Background: an optimization exercise with open tools, aiming at small area. Do not read the settings as production practice. The RTL was checked by simulation tests, not by an equivalence proof against the original design. Power is estimated from default activity; no workload was simulated.

File: design/flow/flow/run.sh
#!/bin/bash
# Own layout flow: the standard flow (standard.sh) with three changes in
# how the layout is made:
#  - synthesis maps the logic with an area-oriented ABC script
#    (flow/abc_area.script, used in place of ORFS's abc_area.script; the
#    rest of the synthesis, and so every register and its name, is the
#    standard one);
#  - port buffering uses the smallest buffer cell (every port still gets
#    its buffer);
#  - clock tree synthesis uses the options in flow/cts_args.txt.
# Each step's full output goes to a log file in this folder (synth.log,
# layout.log); ORFS's own per-step logs stay under orfs/logs/.
set -euo pipefail
W=$(pwd)

rm -rf "$W/scripts_area"
cp -r "$FLOW_HOME/scripts" "$W/scripts_area"
cp "$W/flow/abc_area.script" "$W/scripts_area/abc_area.script"

SCRIPTS_DIR="$W/scripts_area" bash "$W/standard.sh" synth > "$W/synth.log" 2>&1

export BUFFER_PORTS_ARGS="-buffer_cell sky130_fd_sc_hd__buf_1"
if [[ -s "$W/flow/cts_args.txt" ]]; then
  export CTS_ARGS="$(cat "$W/flow/cts_args.txt")"
fi
bash "$W/standard.sh" > "$W/layout.log" 2>&1
File: design/flow/flow/abc_area.script
strash
&get -n
&st
&b
&dch
&nf -R 1000 -p -F 8 -A 4 -a
&put
File: design/flow/flow/cts_args.txt
-sink_clustering_enable -repair_clock_nets -dont_use_dummy_load -buf_list sky130_fd_sc_hd__clkbuf_8
File: design/flow/standard.sh
#!/bin/bash
# synth_recipe.tcl (not shown) runs the flow's synth.tcl, then flattens the netlist and writes it again
# the make line also repeats each setting of config.mk as NAME=value (left out here)
make -C /OpenROAD-flow-scripts/flow DESIGN_CONFIG=/design/flow/config.mk WORK_HOME=/design/flow/orfs CLKGATE_MAP_FILE= SYNTH_SCRIPT=/design/flow/synth_recipe.tcl "${@:-finish}"
File: design/flow/config.mk
export PLATFORM = sky130hd
export DESIGN_NAME = ivt_remote_core
export DESIGN_NICKNAME = ivt_remote_core
export VERILOG_FILES = /design/flow/design.v
export SDC_FILE = /design/flow/constraint.sdc
export NUM_CORES = 4
export LEC_CHECK = 0
export ABC_AREA = 1
export CAP_MARGIN = 20
export CORE_MARGIN = 2
export CORE_UTILIZATION = 40
export SLEW_MARGIN = 20
File: design/flow/constraint.sdc
create_clock -name core_clock -period 10.0 [get_ports {clk}]
set_input_delay 2.0000 -clock core_clock [delete_from_list [all_inputs] [get_ports {clk}]]
set_output_delay 2.0000 -clock core_clock [all_outputs]
set_load 0.01 [all_outputs]
File: design/flow/design.v
module ivt_remote_core (
  input  wire        clk,
  input  wire        rst,           
  input  wire        req_valid,
  output wire        req_ready,
  input  wire [31:0] req_word,
  output wire        resp_valid,
  output wire [31:0] resp_stat,
  output wire [31:0] resp_result,
  input  wire [9:0]  pk_addr,
  output wire [7:0]  pk_data
);
  localparam [3:0] OP_REV    = 4'h1;
  localparam [3:0] OP_ENCT   = 4'h2;
  localparam [3:0] OP_ENCF   = 4'h3;
  localparam [3:0] OP_ENCP   = 4'h4;
  localparam [3:0] OP_ENCI   = 4'h5;
  localparam [3:0] OP_PCLR   = 4'h6;
  localparam [3:0] OP_PXOR   = 4'h7;
  localparam [3:0] OP_PFOLD  = 4'h8;
  localparam [3:0] OP_BUILD  = 4'h9;
  localparam [3:0] OP_ENCODE = 4'hA;
  localparam [3:0] OP_SEND   = 4'hB;
  localparam [3:0] OP_FWR    = 4'hC;
  localparam [3:0] OP_FRD    = 4'hD;
  localparam [3:0] OP_PRD    = 4'hE;
  localparam [3:0] C_NONE         = 4'h0;
  localparam [3:0] C_PWR_MISSING  = 4'h1;
  localparam [3:0] C_PWR_CONFLICT = 4'h2;
  localparam [3:0] C_TEMP_MISSING = 4'h3;
  localparam [3:0] C_TEMP_RANGE   = 4'h4;
  localparam [3:0] C_FAN_MISSING  = 4'h5;
  localparam [3:0] C_FAN_UNRECOG  = 4'h6;
  localparam [3:0] C_REV_WIDTH    = 4'h8;
  localparam [3:0] C_INDEX_RANGE  = 4'h9;
  localparam [3:0] C_UNWRITTEN    = 4'hA;
  localparam [3:0] C_RSVD         = 4'hB;
  localparam [3:0] C_ILLEGAL_OP   = 4'hC;
  reg  [3:0]   cnt;         
  reg  [7:0]   fd [0:12];   
  reg  [12:0]  fv;          
  reg  [7:0]   pd [0:12];   
  reg          pv;
  reg  [7:0]   pacc;
  reg  [3:0]   cause;       
  reg          serr;
  reg  [7:0]   res;         
  reg          res_p;       
  reg          pend;        
  reg          cpy;         
  reg          armed;       
  reg          rdy;         
  wire [3:0] cnt_nx = (cnt == 4'd12) ? 4'd0 : cnt + 4'd1;   
  wire [12:0] fv_log;
  genvar gb;
  generate
    for (gb = 0; gb < 13; gb = gb + 1) begin : g_fv
      assign fv_log[gb] = fv[12 - gb];    
    end
  endgenerate
  assign req_ready   = rdy;
  assign resp_valid  = pend & ~cpy & (cnt == 4'd12);
  assign resp_stat   = {12'd0, serr, fv_log, pv, cause, |cause};
  assign resp_result = {20'd0,
                        res_p & res[4], res_p & ~res[7],
                        res_p & (res[4] | res[3]), res_p & ~res[4],
                        res};
  wire [3:0] pk_q  = pk_addr[9:6];
  wire [4:0] pk_df = {1'b0, cnt} - {1'b0, pk_q};
  wire [3:0] pk_s  = pk_df[4] ? pk_df[3:0] + 4'd13 : pk_df[3:0];
  wire [7:0] pk_grp = pd[pk_s];
  wire       pk_bit = pk_grp[pk_addr[5:3]];
  wire       pk_j0  = (pk_addr[9:2] == 8'd0);
  wire       pk_j1  = (pk_addr[9:2] == 8'd1);
  wire       pk_hi  = pk_addr[2] & pk_bit;                  
  reg  [7:0] pk_b0, pk_b1;
  always @* begin
    if (pk_j0)      begin pk_b0 = 8'h10; pk_b1 = 8'h0E; end
    else if (pk_j1) begin pk_b0 = 8'h08; pk_b1 = 8'h07; end
    else if (pk_hi) begin pk_b0 = 8'h46; pk_b1 = 8'h05; end
    else            begin pk_b0 = 8'hC2; pk_b1 = 8'h01; end
  end
  assign pk_data = pk_addr[1] ? 8'h00 : (pk_addr[0] ? pk_b1 : pk_b0);
  wire [31:0] w       = req_word;
  wire [3:0]  op      = w[31:28];
  wire [1:0]  pwr_sel = w[27:26];
  wire        ion     = w[25];
  wire [2:0]  fan_sel = w[24:22];
  wire        temp_v  = w[21];
  wire [7:0]  temp    = w[7:0];
  wire [3:0]  k_cnt   = w[11:8];
  wire [3:0]  idx     = w[11:8];
  wire [7:0]  pidx    = w[7:0];
  reg [31:0] rsvd_mask;
  always @* begin
    case (op)
      OP_REV, OP_FWR:                          rsvd_mask = 32'h0FFFF000;
      OP_ENCT, OP_ENCF, OP_ENCP, OP_ENCI,
      OP_BUILD, OP_SEND:                       rsvd_mask = 32'h001FFF00;
      OP_PCLR, OP_PFOLD, OP_ENCODE:            rsvd_mask = 32'h0FFFFFFF;
      OP_PXOR, OP_PRD:                         rsvd_mask = 32'h0FFFFF00;
      OP_FRD:                                  rsvd_mask = 32'h0FFFF0FF;
      default:                                 rsvd_mask = 32'h00000000;
    endcase
  end
  wire illegal_op = (op == 4'h0) || (op == 4'hF);
  wire rsvd_bad   = |(w & rsvd_mask);
  wire signed [7:0] t_s      = temp;
  wire              sentinel = (temp == 8'd10);
  wire              temp_ok  = sentinel || (t_s >= 8'sd18 && t_s <= 8'sd32);
  wire [3:0]        t_off    = sentinel ? 4'd0 : (temp[3:0] - 4'd1);
  wire [3:0]        temp_code = {t_off[0], t_off[1], t_off[2], t_off[3]};
  reg [2:0] fan_code;
  always @* begin
    case (fan_sel)
      3'b001:  fan_code = 3'd2;
      3'b010:  fan_code = 3'd6;
      3'b011:  fan_code = 3'd5;
      3'b100:  fan_code = 3'd7;
      default: fan_code = 3'd0;
    endcase
  end
  wire       fan_missing = (fan_sel == 3'b000);
  wire       fan_unrecog = (fan_sel >= 3'b101);
  wire [7:0] fan_byte    = {4'h8, fan_code, 1'b0};
  wire       power_on   = (pwr_sel == 2'b10);
  wire [7:0] power_byte = power_on ? 8'h88 : 8'h84;
  wire [7:0] ion_byte   = ion ? 8'h2F : 8'h0F;
  wire [7:0] b4 = power_on ? {temp_code, 4'h0} : 8'h00;
  wire [7:0] b6 = power_on ? fan_byte : 8'h80;
  wire [7:0] bacc = 8'h55 ^ 8'h5A ^ 8'hF3 ^ 8'h08 ^ b4 ^ power_byte ^ b6 ^
                    8'h18 ^ 8'h10 ^ 8'h01 ^ 8'h00 ^ ion_byte;
  wire [7:0] b12 = {4'h8, bacc[3:0] ^ bacc[7:4]};
  reg  [3:0] bsel;
  always @* begin
    case (op)
      OP_ENCT: bsel = 4'd13;
      OP_ENCF: bsel = 4'd14;
      OP_ENCP: bsel = 4'd5;
      OP_ENCI: bsel = 4'd11;
      default: bsel = cnt_nx;     
    endcase
  end
  reg [7:0] bb;
  always @* begin
    case (bsel)
      4'd0:    bb = 8'h55;
      4'd1:    bb = 8'h5A;
      4'd2:    bb = 8'hF3;
      4'd3:    bb = 8'h08;
      4'd4:    bb = b4;
      4'd5:    bb = power_byte;
      4'd6:    bb = b6;
      4'd7:    bb = 8'h18;
      4'd8:    bb = 8'h10;
      4'd9:    bb = 8'h01;
      4'd10:   bb = 8'h00;
      4'd11:   bb = ion_byte;
      4'd12:   bb = b12;
      4'd13:   bb = {4'd0, temp_code};
      default: bb = fan_byte;
    endcase
  end
  reg [3:0] build_cause;
  always @* begin
    if (pwr_sel == 2'b00)                  build_cause = C_PWR_MISSING;
    else if (pwr_sel == 2'b11)             build_cause = C_PWR_CONFLICT;
    else if (power_on && !temp_v)          build_cause = C_TEMP_MISSING;
    else if (power_on && !temp_ok)         build_cause = C_TEMP_RANGE;
    else if (power_on && fan_missing)      build_cause = C_FAN_MISSING;
    else if (power_on && fan_unrecog)      build_cause = C_FAN_UNRECOG;
    else                                   build_cause = C_NONE;
  end
  wire [7:0] pr_grp = pd[12];
  wire       pr_bit = pr_grp[pidx[3:1]];
  reg  [7:0] prd_lo;
  always @* begin
    if (pidx == 8'd0)                prd_lo = 8'h10;
    else if (pidx == 8'd1)           prd_lo = 8'h08;
    else if (pidx[0] && pr_bit)      prd_lo = 8'h46;
    else                             prd_lo = 8'hC2;
  end
  wire fv_all = &fv;
  reg [7:0] x_res;
  always @* begin
    case (op)
      OP_PXOR:                 x_res = pacc ^ w[7:0];
      OP_PFOLD:                x_res = {4'd0, pacc[3:0] ^ pacc[7:4]};
      OP_ENCODE, OP_SEND:      x_res = 8'd211;
      OP_FRD:                  x_res = fd[12];
      OP_PRD:                  x_res = prd_lo;
      OP_REV, OP_PCLR, OP_FWR: x_res = 8'd0;
      default:                 x_res = bb;      
    endcase
  end
  reg [3:0] op_cause;
  always @* begin
    case (op)
      OP_REV:    op_cause = (k_cnt > 4'd8) ? C_REV_WIDTH : C_NONE;
      OP_ENCT:   op_cause = temp_ok ? C_NONE : C_TEMP_RANGE;
      OP_ENCF:   op_cause = fan_missing ? C_FAN_MISSING :
                            fan_unrecog ? C_FAN_UNRECOG : C_NONE;
      OP_ENCP:   op_cause = (pwr_sel == 2'b00) ? C_PWR_MISSING :
                            (pwr_sel == 2'b11) ? C_PWR_CONFLICT : C_NONE;
      OP_BUILD,
      OP_SEND:   op_cause = build_cause;
      OP_ENCODE: op_cause = fv_all ? C_NONE : C_UNWRITTEN;
      OP_FWR:    op_cause = (idx > 4'd12) ? C_INDEX_RANGE : C_NONE;
      OP_FRD:    op_cause = (idx > 4'd12) ? C_INDEX_RANGE :
                            !fv[12] ? C_UNWRITTEN : C_NONE;
      OP_PRD:    op_cause = (pidx > 8'd210) ? C_INDEX_RANGE :
                            !pv ? C_UNWRITTEN : C_NONE;
      default:   op_cause = C_NONE;
    endcase
  end
  wire [3:0] x_cause = illegal_op ? C_ILLEGAL_OP :
                       rsvd_bad   ? C_RSVD : op_cause;
  wire       ok      = (x_cause == C_NONE);
  reg [3:0] x_tap;
  reg       x_wait;
  reg       x_arm;
  always @* begin
    x_tap  = 4'd12;
    x_wait = 1'b1;
    x_arm  = 1'b0;
    case (op)
      OP_REV:    begin x_tap = k_cnt; x_arm = 1'b1;
                       if (k_cnt == 4'd0) x_wait = 1'b0; end
      OP_BUILD,
      OP_SEND:   x_arm = 1'b1;
      OP_ENCODE: ;
      OP_FWR,
      OP_FRD:    x_tap = idx;
      OP_PRD:    x_tap = (pidx[7:4] == 4'd13) ? 4'd0 : pidx[7:4];
      default:   x_wait = 1'b0;
    endcase
  end
  wire x_err = illegal_op || rsvd_bad || (op_cause != C_NONE &&
               !(op == OP_FRD && idx <= 4'd12));    
  reg [3:0] cnt_nx2;
  always @* begin
    case (cnt)
      4'd11:   cnt_nx2 = 4'd0;
      4'd12:   cnt_nx2 = 4'd1;
      default: cnt_nx2 = cnt + 4'd2;
    endcase
  end
  wire go_nx = x_err || !x_wait ||
               ((armed || cnt == 4'd12 || !x_arm) && cnt_nx2 == x_tap);
  wire waiting = req_valid & ~pend;
  wire accept  = req_valid & rdy;
  wire is_enc   = (op == OP_ENCODE) || (op == OP_SEND);
  wire wr_build = waiting && ok && (op == OP_BUILD || op == OP_SEND);
  wire wr_fwr   = accept && ok && op == OP_FWR;
  always @(posedge clk) begin
    if (rst) begin
      cnt   <= 4'd0;
      rdy   <= 1'b0;
      pend  <= 1'b0;
      cpy   <= 1'b0;
      armed <= 1'b0;
      pv    <= 1'b0;
      pacc  <= 8'h00;
      cause <= C_NONE;
      serr  <= 1'b0;
    end else begin
      cnt <= cnt_nx;
      rdy <= waiting & ~accept & go_nx;
      if (accept) begin
        pend  <= 1'b1;
        armed <= 1'b0;
        cause <= x_cause;
        if (!ok) serr <= 1'b1;
        if (ok && is_enc) begin
          cpy <= 1'b1;
          pv  <= 1'b1;
        end
        if (ok && op == OP_PCLR) pacc <= 8'h00;
        if (ok && op == OP_PXOR) pacc <= pacc ^ w[7:0];
      end else begin
        if (resp_valid) pend <= 1'b0;
        if (cpy && cnt == 4'd11) cpy <= 1'b0;
        if (waiting && cnt == 4'd12) armed <= 1'b1;
      end
    end
  end
  wire rev_hold = (op == OP_REV) && (k_cnt != 4'd0);
  always @(posedge clk) begin
    if (accept) begin
      if (!(ok && rev_hold)) res <= ok ? x_res : 8'd0;
      res_p <= ok && op == OP_PRD;
    end else if (waiting)
      res <= {(cnt_nx == 4'd0) ? 7'd0 : res[6:0], w[cnt_nx[2:0]]};
  end
  wire [7:0] f_in = wr_fwr ? w[7:0] : wr_build ? bb : fd[12];
  wire       v_in = wr_fwr | wr_build | fv[12];
  wire [7:0] p_in = cpy ? {fd[12][1], fd[12][2], fd[12][3], fd[12][4],
                           fd[12][5], fd[12][6], fd[12][7], fd[0][0]}
                        : pd[12];
  integer s;
  always @(posedge clk) begin
    fd[0] <= f_in;
    pd[0] <= p_in;
    for (s = 1; s < 13; s = s + 1) begin
      fd[s] <= fd[s-1];
      pd[s] <= pd[s-1];
    end
  end
  always @(posedge clk) begin
    if (rst) fv <= 13'd0;
    else     fv <= {fv[11:0], v_in};
  end
endmodule
==> key figures, run 1 <==
Worst setup path
  – Crit path kind: in2out
  – Crit path max fanout: 8
  – Critical path arrival: 6260 ps
  – Crit start category: input pin
  – Crit end category: output pin
  – Capture point of the worst reg-to-reg path: pacc[2]
  – Cell Chain, Critical Path: buf_1 -> ha_1 -> clkinv_1 -> fa_1 -> a21o_1 -> a21oi_1 -> nand3_1 -> xnor2_1 -> or2_0 -> nor3_1 -> a22oi_1 -> nand4_1 -> o22ai_1 -> o211ai_1 -> o21ai_0 -> o21ai_0 -> nand3_1 -> a21oi_1 -> buf_1
  – Worst reg2reg path startpoint: fv[2]
  – Max stage delay cell, worst path: nor3_1
  – Worst Path Required: 8000 ps
  – Worst reg2reg path depth: 12
  – Buffers and inverters on the worst path: 3
  – Max stage delay on crit path: 910 ps
  – Crit-path leading delay family: simple AND/OR/NAND/NOR gates
  – R2R Setup Slk: 6360 ps

Drt
  – Vias per Instance: 5.33
  – DRC Markers: 0
  – Final ANT Viol Nets: 0
  – Total Routed Length: 21.1 mm
  – Detailed Route Iter0 Violations: 518
  – Initial DRT Pass Iterations: 9
  – Routed WL per cell: 17.0 um
  – Vias: 6599

Floorplan
  – Horiz. Die Dim: 152 um
  – Initial Utilization: 0.405
  – Die ar.: 23100 um^2
  – Top Ports: 119
  – Rows: 54
  – Core Footprint: 21600 um^2
  – Die H: 152 um

Timing
  – Max Slew Vio Count: 0
  – Final worst path period need: 8260 ps
  – Worst slew pin tran: 1080 ps
  – Final setup viols: 0
  – Post-route setup slack: 1740 ps
  – Final hold vios: 0
  – Unrepaired setup endpoints after global routing: false
  – Clock Skew: 51.4 ps
  – Final setup TNS: 0 ps
  – Worst slew margin: 0.272
  – Final period utilization: 0.826
  – Peak Freq: 121 MHz
  – WHS: 311 ps

Cells and area
  – Layout net count: 1018
  – Area taken by multi-input logic gates: 3420 um^2
  – Fill cells: 2086
  – Share of layout cells above drive strength 1: 0.0480
  – Synth-to-Final Area Change: 12.4%
  – Storage element area: 5130 um^2
  – Ant diodes: 0

Logic synthesis
  – Synth Area per Inst: 10.5 um^2
  – Synth Cell Area: 8750 um^2
  – Largest area contributor in the netlist: dfxtp_1
  – Post-synth EDFFs: 9
  – Yosys reg bits: 252
  – YS warnings: 3
  – Seq/Total Area, Yosys: 0.587
  – Ys flop type: dfxtp_1
  – Library cells used by synthesis: 53
  – Post-synth top area share: 0.556
  – Top cells by area, synth: dfxtp_1 (56%), nand2_1 (3.3%), edfxtp_1 (3.1%), buf_4 (3.0%), nor2_1 (3.0%)
  – Mapped Cells: 835
  – Asr flop ratio synth: 0

Global route
  – Total track usage: 0.180
  – First-pass GRT wire length: 33.6 mm
  – Total gr overflow: 0
  – Vias in the first global route: 6307
  – Initial antenna violation count: 0
  – Largest net degree at the start of global routing: 36

Clock network
  – Clock Sinks: 252
  – # hold bufs at CTS: 0
  – # H-tree levels: 2
  – CTS tree: built
  – CTS Buffer Depth: 3
  – CTS root buffer: clkbuf_8
  – Post-CTS Setup Bufs: 0
  – Post-CTS sizing: 0
  – Skew-Pair Late Insertion Delay: 520 ps
  – CTS buffer count: 39
  – CTS clk-pin slew, worst paths: 60 ps

Outcome
  – Outcome: finished clean

Pwr
  – PD cells: 199 nW/um^2
  – Max IR drop VDD: 0.133 mV
  – Leak: 3.68 nW

Place
  – Buffers added on ports: 85
  – Dpl ws: 1740 ps
  – Gp weighted congestion: 0.920
  – Detailed placement HPWL: 15.2 mm

Worst hold path
  – Hold crit path type: reg2reg
  – WHS Path Cells: 0
  – Hold worst-path end: fd[4][0]
  – Hold_sp: fd[3][0]

Job
  – Max Cap Viol: 0
synth_stat cells, types with 11 or more instances:
cell type,count
o211ai_1,14
nor2_1,70
nor3_1,22
ha_1,12
a21oi_1,40
nor2b_1,32
nor4_1,12
nand2b_1,13
nand2_1,76
dfxtp_1,243
buf_4,35
a222oi_1,14
clkinv_1,15
xor2_1,14
nand3_1,34
o21ai_0,34
nand4_1,11
mux2i_1,11
a22oi_1,22
xnor2_1,12
placed cells by master, fill, tap and decap left out, types with 11 or more instances in the layout:
cell type,instances
xor2_1,14
ha_1,12
mux2i_1,11
dfxtp_1,243
nand2b_1,13
xnor2_1,12
a22oi_1,22
conb_1,33
a222oi_1,14
nand4_1,11
o21ai_0,34
nor2_1,70
clkinv_1,15
nor3_1,22
o211ai_1,14
buf_1,85
clkbuf_8,39
nor2b_1,32
a21oi_1,40
nor4_1,12
nand3_1,34
nand2_1,76
state kept, by name, summed over array words and instances, names as in the netlist:
name	flops
armed	1
cause	4
cnt	4
cpy	1
fd	104
fv	13
pacc	8
pd	104
pend	1
pv	1
rdy	1
res	8
res_p	1
serr	1
metrics by stage:
step                std cells  area [um^2]  power, mW  utilization
finish                   1238         9830       1.96        0.455
detailed placement       1199         9300       1.30        0.430
global route             1238         9830       2.05        0.455
CTS                      1238         9830       1.97        0.455
global placement         1199         9300       1.30        0.430
floorplan                 867         8870       1.22            -
power breakdown:
group | switching [mW] | internal [mW] | total, mW
Combinational | 0.177 | 0.0789 | 0.256
Sequential | 0.00879 | 1.02 | 1.03
Clock | 0.328 | 0.344 | 0.672
Total | 0.513 | 1.44 | 1.96
kinds of logic after synthesis:
logic type / Yosys count / synth area share
compound gates: 170 / 0.130
xor+xnor: 26 / 0.0260
fa+ha+maj: 13 / 0.0195
buf+inv: 50 / 0.0365
flops: 252 / 0.587
mux: 24 / 0.0345
other cells: 1 / 0.000429
simple gates: 299 / 0.166
area by class of cell:
cell class	count	share of cell area
inverters	15	0.00573
clock buffers	39	0.0546
well taps	280	0.0356
repair buffers	87	0.0340
flip-flops and latches	252	0.522
multi-input cells	565	0.348
layer usage:
metal  vias to the layer above  GRT usage  wire (um)
li1                       3189          -          -
met1                      3084      0.248       9520
met2                       286      0.281       9370
met3                        40     0.0371       1730
met4                         0     0.0676        461
met5                         -          0          0
worst max path at each step:
| stage | slack (ps) | from | endpoint | cells past startpoint |
|---|---|---|---|---|
| after floorplan | 2720 | pk_addr[6] | pk_data[2] | 17 |
| after global placement | 1880 | pk_addr[6] | pk_data[2] | 19 |
| after detailed placement | 1740 | pk_addr[6] | pk_data[2] | 19 |
| after CTS | 1720 | pk_addr[6] | pk_data[2] | 19 |
| after global routing | 1300 | pk_addr[6] | pk_data[2] | 19 |
| final | 1740 | pk_addr[6] | pk_data[2] | 19 |
==> run 2, diff against run 1 <==
==> design/flow/flow/cts_args.txt (replaced) <==
-sink_clustering_enable -repair_clock_nets -dont_use_dummy_load -buf_list sky130_fd_sc_hd__clkbuf_2
==> key figures, run 2 <==
Drt
  – Vias per Instance: 5.34
  – Vias: 6714
  – DRC Markers: 0
  – Routed WL per cell: 17.0 um
  – Final ANT Viol Nets: 0
  – Detailed Route Iter0 Violations: 615
  – Initial DRT Pass Iterations: 8
  – Total Routed Length: 21.3 mm

Floorplan
  – Rows: 54
  – Die ar.: 23100 um^2
  – Die H: 152 um
  – Core Footprint: 21600 um^2
  – Horiz. Die Dim: 152 um
  – Initial Utilization: 0.405
  – Top Ports: 119

Cells and area
  – Biggest regs: fd x104, pd x104, fv x13
  – Synth-to-Final Area Change: 9.60%
  – Area taken by multi-input logic gates: 3420 um^2
  – Storage element area: 5130 um^2
  – Layout net count: 1037
  – Fill cells: 2139
  – Most frequent cells in the layout: dfxtp_1 (243), buf_1 (85), nand2_1 (76), nor2_1 (70), clkbuf_2 (58)
  – Commonest non-fill, non-tap cell in the layout: dfxtp_1
  – Share of layout cells above drive strength 1: 0.0665

Timing
  – Final worst path period need: 8270 ps
  – Worst slew margin: 0.268
  – Final period utilization: 0.827
  – Worst slew pin tran: 1090 ps
  – Final setup viols: 0
  – Unrepaired setup endpoints after global routing: false
  – Final setup TNS: 0 ps
  – Clock Skew: 57.8 ps
  – Peak Freq: 121 MHz
  – Max Slew Vio Count: 0
  – Final hold vios: 0

Worst setup path
  – Crit path kind: in2out
  – Crit start category: input pin
  – Critical path arrival: 6270 ps
  – Crit end category: output pin
  – Worst reg2reg path depth: 12
  – Crit path max fanout: 8
  – Worst Path Required: 8000 ps

Clock network
  – CTS root buffer: clkbuf_2
  – Post-CTS sizing: 0
  – Skew-Pair Late Insertion Delay: 810 ps
  – # hold bufs at CTS: 0
  – CTS Buffer Depth: 3
  – Post-CTS Setup Bufs: 0
  – CTS buffer count: 58
  – Clock Sinks: 252
  – # H-tree levels: 2
  – CTS tree: built
  – CTS clk-pin slew, worst paths: 110 ps

Logic synthesis
  – Commonest cells post-synth: dfxtp_1 (243), nand2_1 (76), nor2_1 (70)
  – Synth Area per Inst: 10.5 um^2
  – Yosys reg bits: 252
  – Largest area contributor in the netlist: dfxtp_1
  – Most frequent cell after synthesis: dfxtp_1
  – Library cells used by synthesis: 53
  – Synth Cell Area: 8750 um^2
  – Seq/Total Area, Yosys: 0.587
  – Ys flop type: dfxtp_1
  – Post-synth top area share: 0.556
  – Mapped Cells: 835
  – YS warnings: 3
  – Post-synth EDFFs: 9
  – Asr flop ratio synth: 0
  – Top cells by area, synth: dfxtp_1 (56%), nand2_1 (3.3%), edfxtp_1 (3.1%), buf_4 (3.0%), nor2_1 (3.0%)

Pwr
  – Power Total: 1.76 mW
  – Leak: 3.64 nW
  – PD cells: 184 nW/um^2
  – Max IR drop VDD: 0.0945 mV

Global route
  – Largest net degree at the start of global routing: 36
  – Initial antenna violation count: 1
  – Vias in the first global route: 6504
  – First-pass GRT wire length: 34.2 mm
  – Total track usage: 0.183
  – Total gr overflow: 0

Place
  – Gp weighted congestion: 0.920
  – Detailed placement HPWL: 15.2 mm
  – Buffers added on ports: 85

Outcome
  – Outcome: finished clean

Job
  – Max Cap Viol: 0

Worst hold path
  – Hold crit path type: reg2reg
  – WHS Path Cells: 0
-- run 2: cell counts after synthesis --
No cell type changed its count.
-- run 2: kinds of logic (layout without fill, tap and decap cells) --
| logic type | Yosys count | count (layout) | share of synthesized area |
|---|---|---|---|
| other | 1 | 34 | 0.000429 |
| buffers and inverters | 50 | 160 | 0.0365 |
| AO/OA/AOI/OAI | 170 | 170 | 0.130 |
| multiplexers | 24 | 24 | 0.0345 |
| flip-flops | 252 | 252 | 0.587 |
| XOR/XNOR | 26 | 26 | 0.0260 |
| AND/OR/NAND/NOR | 299 | 299 | 0.166 |
| adder cells (fa/ha/maj) | 13 | 13 | 0.0195 |
-- run 2: cell type report --
cell class	instances	share of cell area
clock buffer	58	0.0303
antenna	1	0.000261
tap	280	0.0365
inverter	15	0.00587
multi-input combinational	565	0.357
sequential	252	0.536
timing repair buffer	87	0.0348
-- run 2: worst max-delay path: stages --
cell and delay (ps):
buf_1 110, ha_1 180, clkinv_1 70, fa_1 400, a21o_1 170, a21oi_1 320, nand3_1 150, xnor2_1 210
or2_0 310, nor3_1 910, a22oi_1 210, nand4_1 140, o22ai_1 100, o211ai_1 170, o21ai_0 100, o21ai_0 270
nand3_1 110, a21oi_1 160, buf_1 170
-- run 2: final timing paths --
| check | start | end | slack, ps |
|---|---|---|---|
| worst min register to register | pd[7][0] | pd[8][0] | 300 |
| worst min-delay path | pd[7][0] | pd[8][0] | 300 |
| worst max-delay path | pk_addr[6] | pk_data[2] | 1730 |
| worst max register to register | fv[5] | pacc[1] | 6310 |
-- run 2: where the power goes --
part / leakage, nW / switching (mW) / internal (mW) / total [mW]
clock network: 0.241 / 0.333 / 0.150 / 0.483
logic: 1.35 / 0.175 / 0.0788 / 0.254
registers: 2.05 / 0.00897 / 1.02 / 1.03
-- run 2: per-layer routing --
metal / vias up / share of wire / global-route usage
met3: 45 / 0.080 / 0.0405
met5: - / 0 / 0
met4: 0 / 0.025 / 0.0779
met1: 3146 / 0.45 / 0.248
met2: 291 / 0.44 / 0.282
li1: 3232 / - / -
-- run 2: stage by stage --
step           hold slack (ps)  worst slack [ps]  utilization  cells  area (um^2)
6_report                   296              1730        0.443   1258         9590
4_1_cts                    283              1730        0.443   1257         9590
2_1_floorplan              310              2720            -    867         8870
5_1_grt                    287              1300        0.443   1258         9590
3_5_place_dp               312              1740        0.430   1199         9300
3_3_place_gp               310              1880        0.430   1199         9300
==> run 3, diff against run 2 <==
==> design/flow/flow/cts_args.txt (replaced) <==
-sink_clustering_enable -repair_clock_nets -dont_use_dummy_load -buf_list sky130_fd_sc_hd__clkbuf_4
==> key figures, run 3 <==
Cells and area
  – Share of layout cells above drive strength 1: 0.0675
  – Post-layout util: 0.450
  – Fill cells: 2113
  – Ant diodes: 0
  – Biggest regs: fd x104, pd x104, fv x13
  – Layout Cells excl Fill: 1258
  – Layout net count: 1038
  – Most frequent cells in the layout: dfxtp_1 (243), buf_1 (85), nand2_1 (76), nor2_1 (70), clkbuf_4 (59)
  – Synth-to-Final Area Change: 11.3%
  – Commonest non-fill, non-tap cell in the layout: dfxtp_1

Drt
  – Detailed Route Iter0 Violations: 543
  – Total Routed Length: 21.4 mm
  – Vias per Instance: 5.33
  – Routed WL per cell: 17.0 um
  – Vias: 6709
  – DRC Markers: 0
  – Final ANT Viol Nets: 0
  – Initial DRT Pass Iterations: 7

Job
  – Max Cap Viol: 0

Global route
  – Total gr overflow: 0
  – Vias in the first global route: 6504
  – Total track usage: 0.182
  – Met1 Usage GRT: 0.247
  – First-pass GRT wire length: 34.2 mm
  – Largest net degree at the start of global routing: 36
  – GR Util met3: 0.0425
  – Grt met2 use: 0.283
  – Initial antenna violation count: 0
  – GR peak layer: met2

Worst setup path
  – Crit end category: output pin
  – Max stage delay cell, worst path: nor3_1
  – Crit path max fanout: 8
  – Crit path kind: in2out
  – Buffers and inverters on the worst path: 3
  – Crit-path leading delay family: simple AND/OR/NAND/NOR gates
  – Max stage delay on crit path: 920 ps
  – Cell Chain, Critical Path: buf_1 -> ha_1 -> clkinv_1 -> fa_1 -> a21o_1 -> a21oi_1 -> nand3_1 -> xnor2_1 -> or2_0 -> nor3_1 -> a22oi_1 -> nand4_1 -> o22ai_1 -> o211ai_1 -> o21ai_0 -> o21ai_0 -> nand3_1 -> a21oi_1 -> buf_1
  – Critical path arrival: 6290 ps
  – Worst Path Required: 8000 ps
  – Crit start category: input pin

Logic synthesis
  – Seq/Total Area, Yosys: 0.587
  – Asr flop ratio synth: 0
  – Top cells by area, synth: dfxtp_1 (56%), nand2_1 (3.3%), edfxtp_1 (3.1%), buf_4 (3.0%), nor2_1 (3.0%)
  – Commonest cells post-synth: dfxtp_1 (243), nand2_1 (76), nor2_1 (70)
  – Mapped Cells: 835
  – Library cells used by synthesis: 53
  – Synth Area per Inst: 10.5 um^2
  – Yosys reg bits: 252
  – Most frequent cell after synthesis: dfxtp_1
  – Post-synth top area share: 0.556
  – Post-synth EDFFs: 9
  – Synth Cell Area: 8750 um^2
  – Largest area contributor in the netlist: dfxtp_1
  – Ys flop type: dfxtp_1
  – YS warnings: 3

Timing
  – Final setup viols: 0
  – Unrepaired setup endpoints after global routing: false
  – Final period utilization: 0.829
  – Clock Skew: 44.6 ps
  – Peak Freq: 121 MHz
  – Worst slew pin tran: 1100 ps
  – Final setup TNS: 0 ps
  – Worst slew margin: 0.258
  – Max Slew Vio Count: 0
  – Post-route setup slack: 1710 ps
  – Final worst path period need: 8290 ps
  – Final hold vios: 0

Worst hold path
  – Hold crit path type: reg2reg

Place
  – Dpl ws: 1740 ps
  – Detailed placement HPWL: 15.2 mm
  – Placed Cells: 1199
  – Buffers added on ports: 85
  – Gp weighted congestion: 0.920

Clock network
  – CTS clk-pin slew, worst paths: 60 ps
  – # H-tree levels: 2
  – Clock Sinks: 252
  – Post-CTS sizing: 0
  – CTS root buffer: clkbuf_4
  – Skew-Pair Late Insertion Delay: 670 ps
  – Post-CTS Setup Bufs: 0
  – CTS Buffer Depth: 3
  – CTS buffer count: 59
  – CTS tree: built
  – # hold bufs at CTS: 0

Floorplan
  – Die H: 152 um
  – Die ar.: 23100 um^2
  – Horiz. Die Dim: 152 um
  – Top Ports: 119
  – Core Footprint: 21600 um^2
  – Initial Utilization: 0.405
  – Rows: 54

Pwr
  – PD cells: 193 nW/um^2
  – Leak: 3.67 nW
  – Max IR drop VDD: 0.0949 mV

Outcome
  – Outcome: finished clean
## run 3: cell count changes in the layout (fill, tap and decap cells not counted), sizes merged
cell	delta
clkbuf	+1
diode	-1
## run 3: cell families (layout without fill, tap and decap cells)
| group | Yosys count | count (layout) | share of synthesized area |
|---|---|---|---|
| xor+xnor | 26 | 26 | 0.0260 |
| flops | 252 | 252 | 0.587 |
| mux | 24 | 24 | 0.0345 |
| compound gates | 170 | 170 | 0.130 |
| buf+inv | 50 | 161 | 0.0365 |
| simple gates | 299 | 299 | 0.166 |
| fa+ha+maj | 13 | 13 | 0.0195 |
| other cells | 1 | 33 | 0.000429 |
## run 3: final timing paths
| path | startpoint | to | slack [ps] | depth (start not counted) |
|---|---|---|---|---|
| min | fd[11][3] | fd[12][3] | 300 | 0 |
| min reg2reg | fd[11][3] | fd[12][3] | 300 | 0 |
| max | pk_addr[6] | pk_data[2] | 1710 | 19 |
| max reg2reg | fv[5] | pacc[2] | 6310 | 12 |
## run 3: area by class of cell
type	instances	area, um^2	share of cell area
clock buffers	59	443	0.0455
inverters	15	56.3	0.00578
multi-input cells	565	3420	0.351
flip-flops and latches	252	5130	0.527
well taps	280	350	0.0360
repair buffers	87	334	0.0343
## run 3: layer usage
layer	part of all wire	wire length, um
met1	0.46	9750
met2	0.45	9530
met3	0.075	1600
met4	0.023	495
met5	0	0
## run 3: metrics by stage
| step | area [um^2] | hold slack [ps] | total power [mW] |
|---|---|---|---|
| 6_report | 9740 | 303 | 1.88 |
| 5_1_grt | 9740 | 315 | 1.98 |
| 4_1_cts | 9740 | 316 | 1.90 |
| 3_5_place_dp | 9300 | 312 | 1.30 |
| 3_3_place_gp | 9300 | 310 | 1.30 |
| 2_1_floorplan | 8870 | 310 | 1.22 |
## run 3: where the power goes
part	total, mW	internal [mW]	switching [mW]	leakage, nW
logic	0.256	0.0789	0.177	1.35
registers	1.03	1.02	0.00887	2.05
clock network	0.596	0.266	0.330	0.271
==> run 4, diff against run 3 <==
--- a/design/flow/design.v
+++ b/design/flow/design.v
@@ -48,6 +48,5 @@
   reg          res_p;       
-  reg          pend;        
+  reg          resp;        
   reg          cpy;         
   reg          armed;       
-  reg          rdy;         
   wire [3:0] cnt_nx = (cnt == 4'd12) ? 4'd0 : cnt + 4'd1;   
@@ -60,5 +59,6 @@
   endgenerate
-  assign req_ready   = rdy;
-  assign resp_valid  = pend & ~cpy & (cnt == 4'd12);
-  assign resp_stat   = {12'd0, serr, fv_log, pv, cause, |cause};
+  wire   err         = |cause;
+  assign req_ready   = armed & (cnt == 4'd11);
+  assign resp_valid  = resp;
+  assign resp_stat   = {12'd0, serr | err, fv_log, pv, cause, err};
   assign resp_result = {20'd0,
@@ -218,38 +218,13 @@
   wire       ok      = (x_cause == C_NONE);
-  reg [3:0] x_tap;
-  reg       x_wait;
-  reg       x_arm;
-  always @* begin
-    x_tap  = 4'd12;
-    x_wait = 1'b1;
-    x_arm  = 1'b0;
-    case (op)
-      OP_REV:    begin x_tap = k_cnt; x_arm = 1'b1;
-                       if (k_cnt == 4'd0) x_wait = 1'b0; end
-      OP_BUILD,
-      OP_SEND:   x_arm = 1'b1;
-      OP_ENCODE: ;
-      OP_FWR,
-      OP_FRD:    x_tap = idx;
-      OP_PRD:    x_tap = (pidx[7:4] == 4'd13) ? 4'd0 : pidx[7:4];
-      default:   x_wait = 1'b0;
-    endcase
-  end
-  wire x_err = illegal_op || rsvd_bad || (op_cause != C_NONE &&
-               !(op == OP_FRD && idx <= 4'd12));    
-  reg [3:0] cnt_nx2;
-  always @* begin
-    case (cnt)
-      4'd11:   cnt_nx2 = 4'd0;
-      4'd12:   cnt_nx2 = 4'd1;
-      default: cnt_nx2 = cnt + 4'd2;
-    endcase
-  end
-  wire go_nx = x_err || !x_wait ||
-               ((armed || cnt == 4'd12 || !x_arm) && cnt_nx2 == x_tap);
-  wire waiting = req_valid & ~pend;
-  wire accept  = req_valid & rdy;
+  wire [3:0] pr_q     = (pidx[7:4] == 4'd13) ? 4'd0 : pidx[7:4];
+  wire       hit_f    = (cnt_nx == idx);
+  wire       hit_p    = (cnt_nx == pr_q);
+  wire       tap_wait = !illegal_op && !rsvd_bad &&
+                        ((op == OP_FRD && idx <= 4'd12 && !hit_f) ||
+                         (op == OP_PRD && pidx <= 8'd210 && pv && !hit_p));
+  wire accept  = req_valid & req_ready;
   wire is_enc   = (op == OP_ENCODE) || (op == OP_SEND);
-  wire wr_build = waiting && ok && (op == OP_BUILD || op == OP_SEND);
-  wire wr_fwr   = accept && ok && op == OP_FWR;
+  wire wr_build = req_valid && ok && (op == OP_BUILD || op == OP_SEND);
+  wire wr_fwr   = req_valid && ok && op == OP_FWR && hit_f;
+  wire enc_ok   = is_enc && !err;    
   always @(posedge clk) begin
@@ -257,4 +232,3 @@
       cnt   <= 4'd0;
-      rdy   <= 1'b0;
-      pend  <= 1'b0;
+      resp  <= 1'b0;
       cpy   <= 1'b0;
@@ -266,10 +240,9 @@
     end else begin
-      cnt <= cnt_nx;
-      rdy <= waiting & ~accept & go_nx;
+      cnt  <= cnt_nx;
+      serr <= serr | err;      
+      resp <= (accept && !enc_ok) || (cpy && cnt == 4'd11);
+      if (req_valid && !tap_wait) cause <= x_cause;
       if (accept) begin
-        pend  <= 1'b1;
         armed <= 1'b0;
-        cause <= x_cause;
-        if (!ok) serr <= 1'b1;
-        if (ok && is_enc) begin
+        if (enc_ok) begin
           cpy <= 1'b1;
@@ -277,8 +250,7 @@
         end
-        if (ok && op == OP_PCLR) pacc <= 8'h00;
-        if (ok && op == OP_PXOR) pacc <= pacc ^ w[7:0];
+        if (!rsvd_bad && op == OP_PCLR) pacc <= 8'h00;
+        if (!rsvd_bad && op == OP_PXOR) pacc <= pacc ^ w[7:0];
       end else begin
-        if (resp_valid) pend <= 1'b0;
         if (cpy && cnt == 4'd11) cpy <= 1'b0;
-        if (waiting && cnt == 4'd12) armed <= 1'b1;
+        if (req_valid && cnt == 4'd12) armed <= 1'b1;
       end
@@ -286,9 +258,14 @@
   end
-  wire rev_hold = (op == OP_REV) && (k_cnt != 4'd0);
+  wire rev_ok = ok && op == OP_REV;
   always @(posedge clk) begin
-    if (accept) begin
-      if (!(ok && rev_hold)) res <= ok ? x_res : 8'd0;
+    if (req_valid && !tap_wait) begin
+      if (rev_ok) begin
+        if (cnt_nx == 4'd0)
+          res <= {7'd0, (k_cnt != 4'd0) & w[0]};
+        else if (cnt_nx < k_cnt)
+          res <= {res[6:0], w[cnt_nx[2:0]]};
+      end else
+        res <= ok ? x_res : 8'd0;
       res_p <= ok && op == OP_PRD;
-    end else if (waiting)
-      res <= {(cnt_nx == 4'd0) ? 7'd0 : res[6:0], w[cnt_nx[2:0]]};
+    end
   end
==> design/flow/flow/cts_args.txt (replaced) <==
-sink_clustering_enable -repair_clock_nets -dont_use_dummy_load -buf_list sky130_fd_sc_hd__clkbuf_2
==> key figures, run 4 <==
Place
  – Buffers added on ports: 85
  – Detailed placement HPWL: 15.1 mm
  – Gp weighted congestion: 0.904
  – Dpl cell area: 9250 um^2

Drt
  – DR top layer: met4
  – Initial DRT Pass Iterations: 6
  – Vias: 6605
  – Met1 WL: 9.63 mm
  – Routed wl met3: 1.67 mm
  – Final ANT Viol Nets: 0
  – Vias per Instance: 5.30
  – Met2 WL: 9.53 mm
  – Detailed Route Iter0 Violations: 556
  – DRC Markers: 0
  – Total Routed Length: 21.2 mm
  – Routed WL per cell: 17.0 um

Timing
  – Clock Skew: 62.6 ps
  – Max Slew Vio Count: 0
  – Worst slew pin tran: 1090 ps
  – Peak Freq: 123 MHz
  – Final period utilization: 0.814
  – Final setup TNS: 0 ps
  – Worst slew margin: 0.270
  – Unrepaired setup endpoints after global routing: false
  – Final hold vios: 0
  – Final worst path period need: 8140 ps
  – Final setup viols: 0
  – WHS: 307 ps

Cells and area
  – Commonest non-fill, non-tap cell in the layout: dfxtp_1
  – Post-route cell area: 9540 um^2
  – Synth-to-Final Area Change: 9.51%
  – Most frequent cells in the layout: dfxtp_1 (242), buf_1 (85), nor2_1 (78), nand2_1 (71), clkbuf_2 (56)
  – Share of layout cells above drive strength 1: 0.0649
  – Biggest regs: fd x104, pd x104, fv x13
  – Layout net count: 1034

Clock network
  – Skew-Pair Late Insertion Delay: 770 ps
  – CTS clk-pin slew, worst paths: 90 ps
  – Clock Sinks: 251
  – # hold bufs at CTS: 0
  – CTS root buffer: clkbuf_2
  – Post-CTS Setup Bufs: 0
  – CTS Buffer Depth: 3
  – CTS buffer count: 56
  – # H-tree levels: 2
  – CTS tree: built
  – Post-CTS sizing: 0

Logic synthesis
  – Synth Cell Area: 8710 um^2
  – Largest area contributor in the netlist: dfxtp_1
  – Asr flop ratio synth: 0
  – Post-synth EDFFs: 9
  – Yosys reg bits: 251
  – Library cells used by synthesis: 53
  – Seq/Total Area, Yosys: 0.587
  – Mapped Cells: 831
  – Synth Area per Inst: 10.5 um^2
  – Ys flop type: dfxtp_1
  – Most frequent cell after synthesis: dfxtp_1
  – Top cells by area, synth: dfxtp_1 (56%), nor2_1 (3.4%), edfxtp_1 (3.1%), nand2_1 (3.1%), buf_4 (3.0%)
  – YS warnings: 3
  – Post-synth top area share: 0.556
  – Commonest cells post-synth: dfxtp_1 (242), nor2_1 (78), nand2_1 (71)

Worst setup path
  – Max stage delay cell, worst path: nor2_1
  – Cell Chain, Critical Path: buf_1 -> ha_1 -> clkinv_1 -> fa_1 -> a21o_1 -> a21oi_1 -> mux2i_1 -> nand2b_1 -> nor2_1 -> a222oi_1 -> nand3_1 -> o22ai_1 -> o211ai_1 -> o21ai_0 -> o21ai_0 -> nand3_1 -> a21oi_1 -> buf_1
  – Max stage delay on crit path: 650 ps
  – Crit end category: output pin
  – Crit path max fanout: 8
  – Crit start category: input pin
  – Worst Path Required: 8000 ps
  – Critical path arrival: 6140 ps
  – Crit path kind: in2out

Floorplan
  – Initial Utilization: 0.411
  – Top Ports: 119
  – Rows: 53
  – Horiz. Die Dim: 152 um
  – Die H: 152 um
  – Die ar.: 23000 um^2
  – Core Footprint: 21200 um^2

Global route
  – Initial antenna violation count: 1
  – Total track usage: 0.184
  – First-pass GRT wire length: 32.6 mm
  – Total gr overflow: 0
  – Vias in the first global route: 6248
  – Largest net degree at the start of global routing: 35

Pwr
  – PD cells: 180 nW/um^2
  – Leak: 3.65 nW
  – Max IR drop VDD: 0.0870 mV
  – Power Total: 1.72 mW

Outcome
  – Outcome: finished clean

Worst hold path
  – Hold crit path type: reg2reg

Job
  – Max Cap Viol: 0
-- run 4: changes by cell type after synthesis, moves of 5 or more --
cell,before,now
a22oi_1,22,12
a222oi_1,14,21
a211oi_1,9,16
nor2b_1,32,19
nor3_1,22,31
nand2b_1,13,18
nand2_1,76,71
o211ai_1,14,8
nor2_1,70,78
-- run 4: worst max-delay path: cells and delay by family --
| family | cells | cell delay, ps |
|---|---|---|
| and+or+nand+nor | 4 | 1110 |
| muxes | 1 | 540 |
| adders and majority gates | 2 | 570 |
| AOI/OAI and AO/OA | 8 | 1580 |
| buffers and inverters | 3 | 340 |
-- run 4: cells by family (layout without fill, tap and decap cells) --
family          after synthesis  in the layout  synth area share
simple gates                289            289             0.159
other cells                   1             34          0.000430
flops                       251            251             0.587
buf+inv                      54            162            0.0383
mux                          21             21            0.0299
compound gates              170            170             0.133
xor+xnor                     29             29            0.0292
fa+ha+maj                    16             16            0.0238
-- run 4: area by class of cell --
class,instances,area (um^2)
Inverter,19,71.3
Multi-Input combinational cell,558,3390
Clock buffer,56,280
Tap cell,275,344
Sequential cell,251,5110
Timing Repair Buffer,87,334
Antenna cell,1,2.50
Fill cell,2103,11700
-- run 4: through the flow --
step	util	std cells	setup WS [ps]
after floorplan	-	863	2820
after global placement	0.436	1190	1830
after detailed placement	0.436	1190	1710
after CTS	0.449	1246	1710
after global routing	0.450	1247	1360
final	0.450	1247	1860
-- run 4: final timing paths --
check / start / to / slack, ps / depth (start not counted)
setup reg to reg: cnt[0] / res[7] / 6240 / 10
hold / removal: fd[5][4] / fd[6][4] / 310 / 0
hold reg to reg: fd[5][4] / fd[6][4] / 310 / 0
setup / recovery: pk_addr[6] / pk_data[2] / 1860 / 18
-- run 4: power breakdown --
group | switching (mW) | internal [mW]
registers | 0.00455 | 1.01
clock network | 0.324 | 0.145
logic | 0.166 | 0.0684
-- run 4: routing by layer --
metal,global-route usage,up-vias
li1,-,3227
met1,0.252,3061
met2,0.287,278
met3,0.0389,39
met4,0.0667,0
met5,0,-
==> run 5, diff against run 4 <==
==> design/flow/flow/abc_area.script (replaced) <==
strash
&get -n
&st
&deepsyn -T 60
&b
&dch
&nf -R 1000 -p -F 8 -A 4 -a
&put
==> key figures, run 5 <==
Outcome
  – Outcome: finished clean

Logic synthesis
  – Ys flop type: dfxtp_1
  – Asr flop ratio synth: 0
  – Synth Cell Area: 8610 um^2
  – Seq/Total Area, Yosys: 0.594
  – Top cells by area, synth: dfxtp_1 (56%), edfxtp_1 (3.1%), buf_4 (3.1%), nor2_1 (3.0%), nand2_1 (2.9%)
  – Commonest cells post-synth: dfxtp_1 (242), nor2_1 (68), nand2_1 (67)
  – Post-synth top area share: 0.563
  – Library cells used by synthesis: 55
  – Post-synth EDFFs: 9
  – YS warnings: 3
  – Yosys reg bits: 251
  – Synth Area per Inst: 10.6 um^2
  – Most frequent cell after synthesis: dfxtp_1
  – Largest area contributor in the netlist: dfxtp_1
  – Mapped Cells: 816

Drt
  – DRC Markers: 0
  – Detailed Route Iter0 Violations: 516
  – Routed WL per cell: 17.3 um
  – Final ANT Viol Nets: 0
  – Total Routed Length: 21.3 mm
  – Initial DRT Pass Iterations: 5
  – Vias per Instance: 5.33
  – Vias: 6572

Floorplan
  – Die ar.: 22700 um^2
  – Top Ports: 119
  – Core Footprint: 21100 um^2
  – Die H: 151 um
  – Horiz. Die Dim: 151 um
  – Initial Utilization: 0.408
  – Rows: 53

Place
  – Gp weighted congestion: 0.920
  – Buffers added on ports: 85
  – Detailed placement HPWL: 15.5 mm
  – Dpl ws: 1760 ps

Cells and area
  – Storage element area: 5110 um^2
  – Biggest regs: fd x104, pd x104, fv x13
  – Commonest non-fill, non-tap cell in the layout: dfxtp_1
  – Synth-to-Final Area Change: 9.71%
  – Most frequent cells in the layout: dfxtp_1 (242), buf_1 (85), nor2_1 (68), nand2_1 (67), clkbuf_2 (59)
  – Area taken by multi-input logic gates: 3270 um^2
  – Share of layout cells above drive strength 1: 0.0658
  – Fill cells: 2064
  – Layout net count: 1021

Timing
  – Final worst path period need: 8300 ps
  – Final setup viols: 0
  – Worst slew margin: 0.243
  – Worst slew pin tran: 1130 ps
  – Clock Skew: 136 ps
  – Peak Freq: 120 MHz
  – Post-route setup slack: 1700 ps
  – Final period utilization: 0.830
  – Final hold vios: 0
  – Max Slew Vio Count: 0
  – Final setup TNS: 0 ps
  – Unrepaired setup endpoints after global routing: false

Worst setup path
  – Crit start category: input pin
  – Crit path kind: in2out
  – Crit end category: output pin
  – Worst Path Required: 8000 ps
  – Crit path max fanout: 8
  – Critical path arrival: 6300 ps

Clock network
  – # hold bufs at CTS: 0
  – Clock Sinks: 251
  – Post-CTS sizing: 0
  – CTS root buffer: clkbuf_2
  – CTS clk-pin slew, worst paths: 100 ps
  – Post-CTS Setup Bufs: 0
  – Skew-Pair Late Insertion Delay: 840 ps
  – # H-tree levels: 2
  – CTS buffer count: 59
  – CTS tree: built
  – CTS Buffer Depth: 3

Worst hold path
  – Hold crit path type: reg2reg

Pwr
  – Max IR drop VDD: 0.0595 mV
  – PD cells: 180 nW/um^2
  – Leak: 3.64 nW

Global route
  – Total track usage: 0.192
  – Largest net degree at the start of global routing: 27
  – Initial antenna violation count: 1
  – Total gr overflow: 0
  – First-pass GRT wire length: 33.7 mm
  – Vias in the first global route: 6364

Job
  – Max Cap Viol: 0
## run 5: changes by cell type after synthesis, moves of 9 or more
cell,previous run,this run
nand3_1,30,19
a211oi_1,16,7
a222oi_1,21,9
nor2b_1,19,31
a221oi_1,0,15
a22oi_1,12,28
nor2_1,78,68
a22o_1,2,11
## run 5: path summary, 6_finish.rpt
kind,to,slack [ps],depth (start not counted),from
worst max-delay path,pk_data[2],1700,21,pk_addr[6]
worst min-delay path,pd[12][0],240,0,pd[11][0]
worst max register to register,fd[0][4],5500,12,cnt[0]
worst min register to register,pd[12][0],240,0,pd[11][0]
## run 5: cell families (layout without fill, tap and decap cells)
kind of cell | Yosys count | count (layout) | synth area share
and+or+nand+nor | 266 | 266 | 0.150
DFF | 251 | 251 | 0.594
AOI/OAI and AO/OA | 186 | 186 | 0.149
buffers and inverters | 59 | 169 | 0.0410
xor gates and xnor gates | 26 | 26 | 0.0264
adders and majority gates | 16 | 16 | 0.0241
muxes | 11 | 11 | 0.0155
other | 1 | 34 | 0.000435
## run 5: final cells by class
cell class | count | area share
sequential | 251 | 0.541
clock buffer | 59 | 0.0313
tap | 275 | 0.0364
multi-input combinational | 538 | 0.347
antenna | 1 | 0.000265
inverter | 24 | 0.00954
timing repair buffer | 86 | 0.0346
## run 5: where the power goes
part           switching [mW]  internal (mW)  leakage [nW]  total [mW]
Sequential            0.00420           1.01          2.04        1.01
Clock                   0.322          0.153         0.245       0.475
Combinational           0.151         0.0605          1.35       0.211
## run 5: layer usage
| layer | part of all wire | wire length [um] | up-vias | global-route usage |
|---|---|---|---|---|
| met3 | 0.072 | 1540 | 47 | 0.0491 |
| li1 | - | - | 3177 | - |
| met4 | 0.031 | 651 | 0 | 0.0883 |
| met2 | 0.45 | 9610 | 277 | 0.293 |
| met5 | 0 | 0 | - | 0 |
| met1 | 0.45 | 9500 | 3071 | 0.256 |
## run 5: through the flow
| step | std cells | instance area, um^2 | utilization | hold slack [ps] | total power, mW |
|---|---|---|---|---|---|
| 6_report | 1234 | 9450 | 0.448 | 244 | 1.70 |
| 5_1_grt | 1234 | 9450 | 0.448 | 243 | 1.80 |
| 4_1_cts | 1233 | 9440 | 0.447 | 245 | 1.72 |
| 3_5_place_dp | 1174 | 9140 | 0.433 | 312 | 1.24 |
| 3_3_place_gp | 1174 | 9140 | 0.433 | 310 | 1.24 |
| 2_1_floorplan | 848 | 8730 | - | 310 | 1.18 |
## run 5: critical path: stages
cell and delay, ps:
buf_1 100, ha_1 160, clkinv_1 90, fa_1 410, a21o_1 170, a21oi_1 420, nor2b_1 230, xnor2_1 190
nand2_1 170, nor3_1 930, a22oi_1 210, nand2_1 120, a21oi_1 40, nand3_1 110, nand2_1 60, o21ai_0 150
a31oi_1 60, a31oi_1 330, nand3b_1 110, o21ai_0 80, buf_1 170
==> run 6, diff against run 5 <==
==> design/flow/flow/cts_args.txt (replaced) <==
-sink_clustering_enable -repair_clock_nets -dont_use_dummy_load -buf_list {sky130_fd_sc_hd__clkbuf_2 sky130_fd_sc_hd__clkbuf_4}
==> key figures, run 6 <==
Drt
  – Routed WL per cell: 17.3 um
  – Vias per Instance: 5.32
  – DRC Markers: 0
  – Initial DRT Pass Iterations: 5
  – Vias: 6567
  – Final ANT Viol Nets: 0
  – Total Routed Length: 21.3 mm
  – Detailed Route Iter0 Violations: 460

Global route
  – Total gr overflow: 0
  – Grt met2 use: 0.293
  – Met1 Usage GRT: 0.257
  – Largest net degree at the start of global routing: 27
  – First-pass GRT wire length: 33.6 mm
  – Initial antenna violation count: 1
  – Vias in the first global route: 6319
  – GR peak layer: met2
  – Total track usage: 0.192
  – GR Util met3: 0.0491

Timing
  – Clock Skew: 102 ps
  – Final setup viols: 0
  – Worst slew margin: 0.276
  – Max Slew Vio Count: 0
  – Worst slew pin tran: 1080 ps
  – Unrepaired setup endpoints after global routing: false
  – Peak Freq: 121 MHz
  – Final worst path period need: 8280 ps
  – Final setup TNS: 0 ps
  – Final hold vios: 0
  – Final period utilization: 0.828

Worst setup path
  – Critical path arrival: 6280 ps
  – Worst Path Required: 8000 ps
  – Crit path max fanout: 8
  – Crit path kind: in2out
  – Worst reg2reg path depth: 12
  – Capture point of the worst reg-to-reg path: fd[0][4]
  – Crit end category: output pin
  – Crit start category: input pin
  – R2R Setup Slk: 5540 ps
  – Worst reg2reg path startpoint: cnt[0]

Logic synthesis
  – Mapped Cells: 816
  – Post-synth EDFFs: 9
  – YS warnings: 3
  – Ys flop type: dfxtp_1
  – Synth Area per Inst: 10.6 um^2
  – Post-synth top area share: 0.563
  – Library cells used by synthesis: 55
  – Asr flop ratio synth: 0
  – Yosys reg bits: 251
  – Largest area contributor in the netlist: dfxtp_1
  – Synth Cell Area: 8610 um^2
  – Top cells by area, synth: dfxtp_1 (56%), edfxtp_1 (3.1%), buf_4 (3.1%), nor2_1 (3.0%), nand2_1 (2.9%)
  – Seq/Total Area, Yosys: 0.594
  – Most frequent cell after synthesis: dfxtp_1
  – Commonest cells post-synth: dfxtp_1 (242), nor2_1 (68), nand2_1 (67)

Clock network
  – CTS Buffer Depth: 3
  – CTS tree: built
  – Skew-Pair Late Insertion Delay: 660 ps
  – Post-CTS Setup Bufs: 0
  – # H-tree levels: 2
  – CTS root buffer: clkbuf_4
  – CTS buffer count: 60
  – Clock Sinks: 251
  – # hold bufs at CTS: 0
  – Post-CTS sizing: 0
  – CTS clk-pin slew, worst paths: 70 ps

Job
  – Max Cap Viol: 0

Floorplan
  – Rows: 53
  – Core Footprint: 21100 um^2
  – Horiz. Die Dim: 151 um
  – Die ar.: 22700 um^2
  – Top Ports: 119
  – Initial Utilization: 0.408
  – Die H: 151 um

Place
  – Gp weighted congestion: 0.920
  – Detailed placement HPWL: 15.5 mm
  – Placed Cells: 1174
  – Buffers added on ports: 85
  – Dpl cell area: 9140 um^2

Cells and area
  – Post-route cell area: 9600 um^2
  – Layout Cells excl Fill: 1235
  – Share of layout cells above drive strength 1: 0.0667
  – Layout net count: 1022
  – Most frequent cells in the layout: dfxtp_1 (242), buf_1 (85), nor2_1 (68), nand2_1 (67), clkbuf_4 (60)
  – Synth-to-Final Area Change: 11.5%
  – Commonest non-fill, non-tap cell in the layout: dfxtp_1
  – Biggest regs: fd x104, pd x104, fv x13

Outcome
  – Outcome: finished clean

Pwr
  – Max IR drop VDD: 0.0712 mV
  – PD cells: 189 nW/um^2
  – Leak: 3.67 nW

Worst hold path
  – WHS Path Cells: 0
  – Hold crit path type: reg2reg
  – Hold worst-path end: pd[2][6]
  – Hold_sp: pd[1][6]
-- run 6: cell counts after synthesis --
No cell type changed its count.
-- run 6: report_power, final --
group          internal, mW  switching, mW
logic                0.0604          0.150
clock network         0.270          0.321
registers              1.01        0.00416
-- run 6: kinds of logic (layout without fill, tap and decap cells) --
kind of cell               Yosys count  in the layout  synth area share
and+or+nand+nor                    266            266             0.150
adders and majority gates           16             16            0.0241
buffers and inverters               59            170            0.0410
AOI/OAI and AO/OA                  186            186             0.149
xor gates and xnor gates            26             26            0.0264
DFF                                251            251             0.594
muxes                               11             11            0.0155
other                                1             34          0.000435
-- run 6: final cells by class --
class | instances | area [um^2]
well taps | 275 | 344
clock buffers | 60 | 450
inverters | 24 | 90.1
flip-flops and latches | 251 | 5110
repair buffers | 86 | 327
fillers | 2043 | 11500
multi-input cells | 538 | 3270
diodes | 1 | 2.50
-- run 6: worst max-delay path by stage --
stage,cells after the start,startpoint,to
global placement,21,pk_addr[6],pk_data[2]
detailed placement,21,pk_addr[6],pk_data[2]
global route,21,pk_addr[6],pk_data[2]
CTS,21,pk_addr[6],pk_data[2]
floorplan,19,pk_addr[6],pk_data[2]
finish,21,pk_addr[6],pk_data[2]
-- run 6: routing by layer --
layer,up-vias,part of all wire
met1,3043,0.44
met4,0,0.029
met5,-,0
met3,47,0.083
li1,3166,-
met2,311,0.45
-- run 6: metrics by stage --
stage | power [mW] | setup slack, ps | hold slack [ps] | util
after floorplan | 1.18 | 2830 | 310 | -
after global placement | 1.24 | 1970 | 310 | 0.433
after detailed placement | 1.24 | 1760 | 312 | 0.433
after CTS | 1.84 | 1750 | 279 | 0.455
after global routing | 1.92 | 1390 | 291 | 0.455
final | 1.82 | 1720 | 259 | 0.455
-- run 6: worst max-delay path, stage by stage --
cell	delay, ps
buf_1	100
ha_1	160
clkinv_1	90
fa_1	410
a21o_1	170
a21oi_1	420
nor2b_1	220
xnor2_1	190
nand2_1	170
nor3_1	880
a22oi_1	210
nand2_1	120
a21oi_1	40
nand3_1	110
nand2_1	70
o21ai_0	160
a31oi_1	60
a31oi_1	340
nand3b_1	110
o21ai_0	80
buf_1	170
==> run 7, diff against run 6 <==
==> design/flow/flow/abc_area.script (replaced) <==
strash
&get -n
&st
&b
&dch
&nf -R 1000 -p -F 8 -A 4 -a
&put
==> design/flow/flow/cts_args.txt (replaced) <==
-sink_clustering_enable -repair_clock_nets -dont_use_dummy_load -buf_list sky130_fd_sc_hd__clkbuf_2 -sink_clustering_size 8
==> key figures, run 7 <==
Outcome
  – Outcome: finished clean

Worst setup path
  – Crit start category: input pin
  – Max stage delay cell, worst path: nor2_1
  – Worst setup path end: pk_data[2]
  – Crit path max fanout: 8
  – Crit path kind: in2out
  – Levels on crit path: 18
  – Crit-path leading delay family: compound AO/OA/AOI/OAI gates
  – CP Launch Point: pk_addr[6]
  – Cell Chain, Critical Path: buf_1 -> ha_1 -> clkinv_1 -> fa_1 -> a21o_1 -> a21oi_1 -> mux2i_1 -> nand2b_1 -> nor2_1 -> a222oi_1 -> nand4_1 -> o22ai_1 -> o211ai_1 -> o21ai_0 -> o21ai_0 -> nand3_1 -> a21oi_1 -> buf_1
  – Capture point of the worst reg-to-reg path: res[7]
  – Crit end category: output pin
  – Worst Path Required: 8000 ps
  – R2R Setup Slk: 6240 ps
  – Critical path arrival: 6110 ps
  – Worst reg2reg path depth: 10
  – Max stage delay on crit path: 630 ps
  – Buffers and inverters on the worst path: 3
  – Worst reg2reg path startpoint: cnt[1]

Drt
  – Routed WL per cell: 17.0 um
  – Initial DRT Pass Iterations: 6
  – Total Routed Length: 21.2 mm
  – Final ANT Viol Nets: 0
  – Vias: 6664
  – Vias per Instance: 5.34
  – Detailed Route Iter0 Violations: 610
  – DRC Markers: 0

Pwr
  – Pint: 1.22 mW
  – Power Total: 1.72 mW
  – Comb power frac: 0.136
  – Sw Share: 0.287
  – Leak: 3.65 nW
  – Power share of the clock group: 0.274
  – Net Switching: 494 uW
  – PD cells: 180 nW/um^2
  – Max IR drop VDD: 0.0747 mV
  – Reg power frac: 0.589

Floorplan
  – Rows: 53
  – Core Footprint: 21200 um^2
  – Horiz. Die Dim: 152 um
  – Top Ports: 119
  – Die ar.: 23000 um^2
  – Initial Utilization: 0.411
  – Die H: 152 um

Logic synthesis
  – Yosys reg bits: 251
  – Post-synth EDFFs: 9
  – Seq/Total Area, Yosys: 0.587
  – Most frequent cell after synthesis: dfxtp_1
  – Mapped Cells: 831
  – Largest family of logic cells by synthesized area: simple AND/OR/NAND/NOR gates
  – Complex-gate fraction of the synthesized area: 0.133
  – Largest area contributor in the netlist: dfxtp_1
  – Synth Area in Adders: 0.0238
  – Post-Synth Simple-Gate Area: 0.159
  – Synth Area per Inst: 10.5 um^2
  – Top cells by area, synth: dfxtp_1 (56%), nor2_1 (3.4%), edfxtp_1 (3.1%), nand2_1 (3.1%), buf_4 (3.0%)
  – Library cells used by synthesis: 53
  – Synth Cell Area: 8710 um^2
  – Mux cell area share after synthesis: 0.0299
  – XOR/XNOR share of the synthesized area: 0.0292
  – Asr flop ratio synth: 0
  – YS warnings: 3
  – Ys flop type: dfxtp_1
  – Commonest cells post-synth: dfxtp_1 (242), nor2_1 (78), nand2_1 (71)
  – Post-synth top area share: 0.556

Place
  – Gp weighted congestion: 0.904
  – Buffers added on ports: 85
  – Dpl cell area: 9250 um^2
  – Detailed placement HPWL: 15.1 mm

Cells and area
  – Layout net count: 1035
  – Post-route cell area: 9550 um^2
  – Biggest regs: fd x104, pd x104, fv x13
  – Share of layout cells above drive strength 1: 0.0658
  – Commonest non-fill, non-tap cell in the layout: dfxtp_1
  – Post-layout util: 0.450
  – Synth-to-Final Area Change: 9.56%
  – Most frequent cells in the layout: dfxtp_1 (242), buf_1 (85), nor2_1 (78), nand2_1 (71), clkbuf_2 (57)

Global route
  – Total track usage: 0.183
  – Vias in the first global route: 6246
  – Largest net degree at the start of global routing: 35
  – Total gr overflow: 0
  – Initial antenna violation count: 1
  – First-pass GRT wire length: 32.5 mm

Worst hold path
  – Hold crit path type: reg2reg

Clock network
  – Post-CTS Setup Bufs: 0
  – CTS root buffer: clkbuf_2
  – CTS buffer count: 57
  – CTS clk-pin slew, worst paths: 90 ps
  – CTS Buffer Depth: 3
  – Clock Sinks: 251
  – # H-tree levels: 2
  – CTS tree: built
  – Skew-Pair Late Insertion Delay: 790 ps
  – # hold bufs at CTS: 0
  – Post-CTS sizing: 0

Timing
  – Final setup viols: 0
  – Worst slew margin: 0.246
  – Clock Skew: 85.9 ps
  – Final hold vios: 0
  – Final worst path period need: 8110 ps
  – Max Slew Vio Count: 0
  – Final setup TNS: 0 ps
  – Unrepaired setup endpoints after global routing: false
  – WHS: 269 ps
  – Peak Freq: 123 MHz
  – Worst slew pin tran: 1120 ps
  – Final period utilization: 0.811

Job
  – Max Cap Viol: 0
-- run 7: cells by family (layout without fill, tap and decap cells) --
group / after synthesis / in the layout
xor gates and xnor gates: 29 / 29
other: 1 / 34
adders and majority gates: 16 / 16
muxes: 21 / 21
and+or+nand+nor: 289 / 289
buffers and inverters: 54 / 163
AOI/OAI and AO/OA: 170 / 170
DFF: 251 / 251
-- run 7: layout make-up --
type                       count  area [um^2]
timing repair buffer          87          334
antenna                        1         2.50
clock buffer                  57          285
fill                        2100        11700
tap                          275          344
multi-input combinational    558         3390
sequential                   251         5110
inverter                      19         71.3
-- run 7: routing by layer --
metal,vias up,part of all wire,GRT usage
li1,3241,-,-
met1,3115,0.46,0.250
met2,269,0.45,0.287
met3,39,0.074,0.0383
met4,0,0.017,0.0671
met5,-,0,0
-- run 7: power groups by stage --
stage / Sequential (mW) / Combinational [mW] / Clock, mW
2_1_floorplan: 1.04 / 0.159 / 0
3_3_place_gp: 1.04 / 0.222 / 0
3_5_place_dp: 1.04 / 0.227 / 0
4_1_cts: 1.01 / 0.229 / 0.493
5_1_grt: 1.01 / 0.257 / 0.539
6_report: 1.01 / 0.234 / 0.472
-- run 7: metrics by stage --
stage	cells	setup slack, ps
after CTS	1247	1710
after global routing	1248	1360
after floorplan	863	2820
after detailed placement	1190	1710
after global placement	1190	1830
final	1248	1890
-- run 7: how the worst min path moves through the flow --
stage	start	endpoint	slack, ps	cells past startpoint
floorplan	fd[9][0]	fd[10][0]	310	0
global placement	fd[6][7]	fd[7][7]	310	0
detailed placement	fd[11][0]	fd[12][0]	310	0
CTS	fd[7][4]	fd[8][4]	220	0
global route	fd[7][4]	fd[8][4]	200	0
finish	fd[5][4]	fd[6][4]	270	0

[what the ideal ports hide]
The flow's constraints put no driver on any port. The routed layouts listed below were extracted and timed again, unchanged, in two steps.
Step 1: set_driving_cell puts a clkbuf_16 on clk and a buf_2 on each other input, an assumption about the parent block.
Step 2 moves the port delays by t, midway between the first and last clock arrival at a register: inputs arrive t later, outputs are due t later. That takes back most of the time a late clock gives input paths.
Slacks: ideal ports / drivers / drivers and shift; pairs: ideal ports / drivers.
| run | t, ns | slack for setup (ns) | slew at the worst register clock pin (ns) |
|---|---|---|---|
| run 1 | 0.542 | 1.738 / 1.712 / 1.712 | 0.06 / 0.06 |
| run 2 | 0.822 | 1.728 / 1.703 / 1.703 | 0.11 / 0.11 |
| run 3 | 0.683 | 1.711 / 1.685 / 1.685 | 0.07 / 0.07 |
| run 4 | 0.769 | 1.861 / 1.837 / 1.837 | 0.11 / 0.11 |
| run 5 | 0.812 | 1.697 / 1.673 / 1.673 | 0.11 / 0.11 |
| run 6 | 0.645 | 1.719 / 1.696 / 1.696 | 0.07 / 0.07 |
| run 7 | 0.776 | 1.886 / 1.863 / 1.863 | 0.11 / 0.11 |
After both steps every run listed still meets setup and hold.
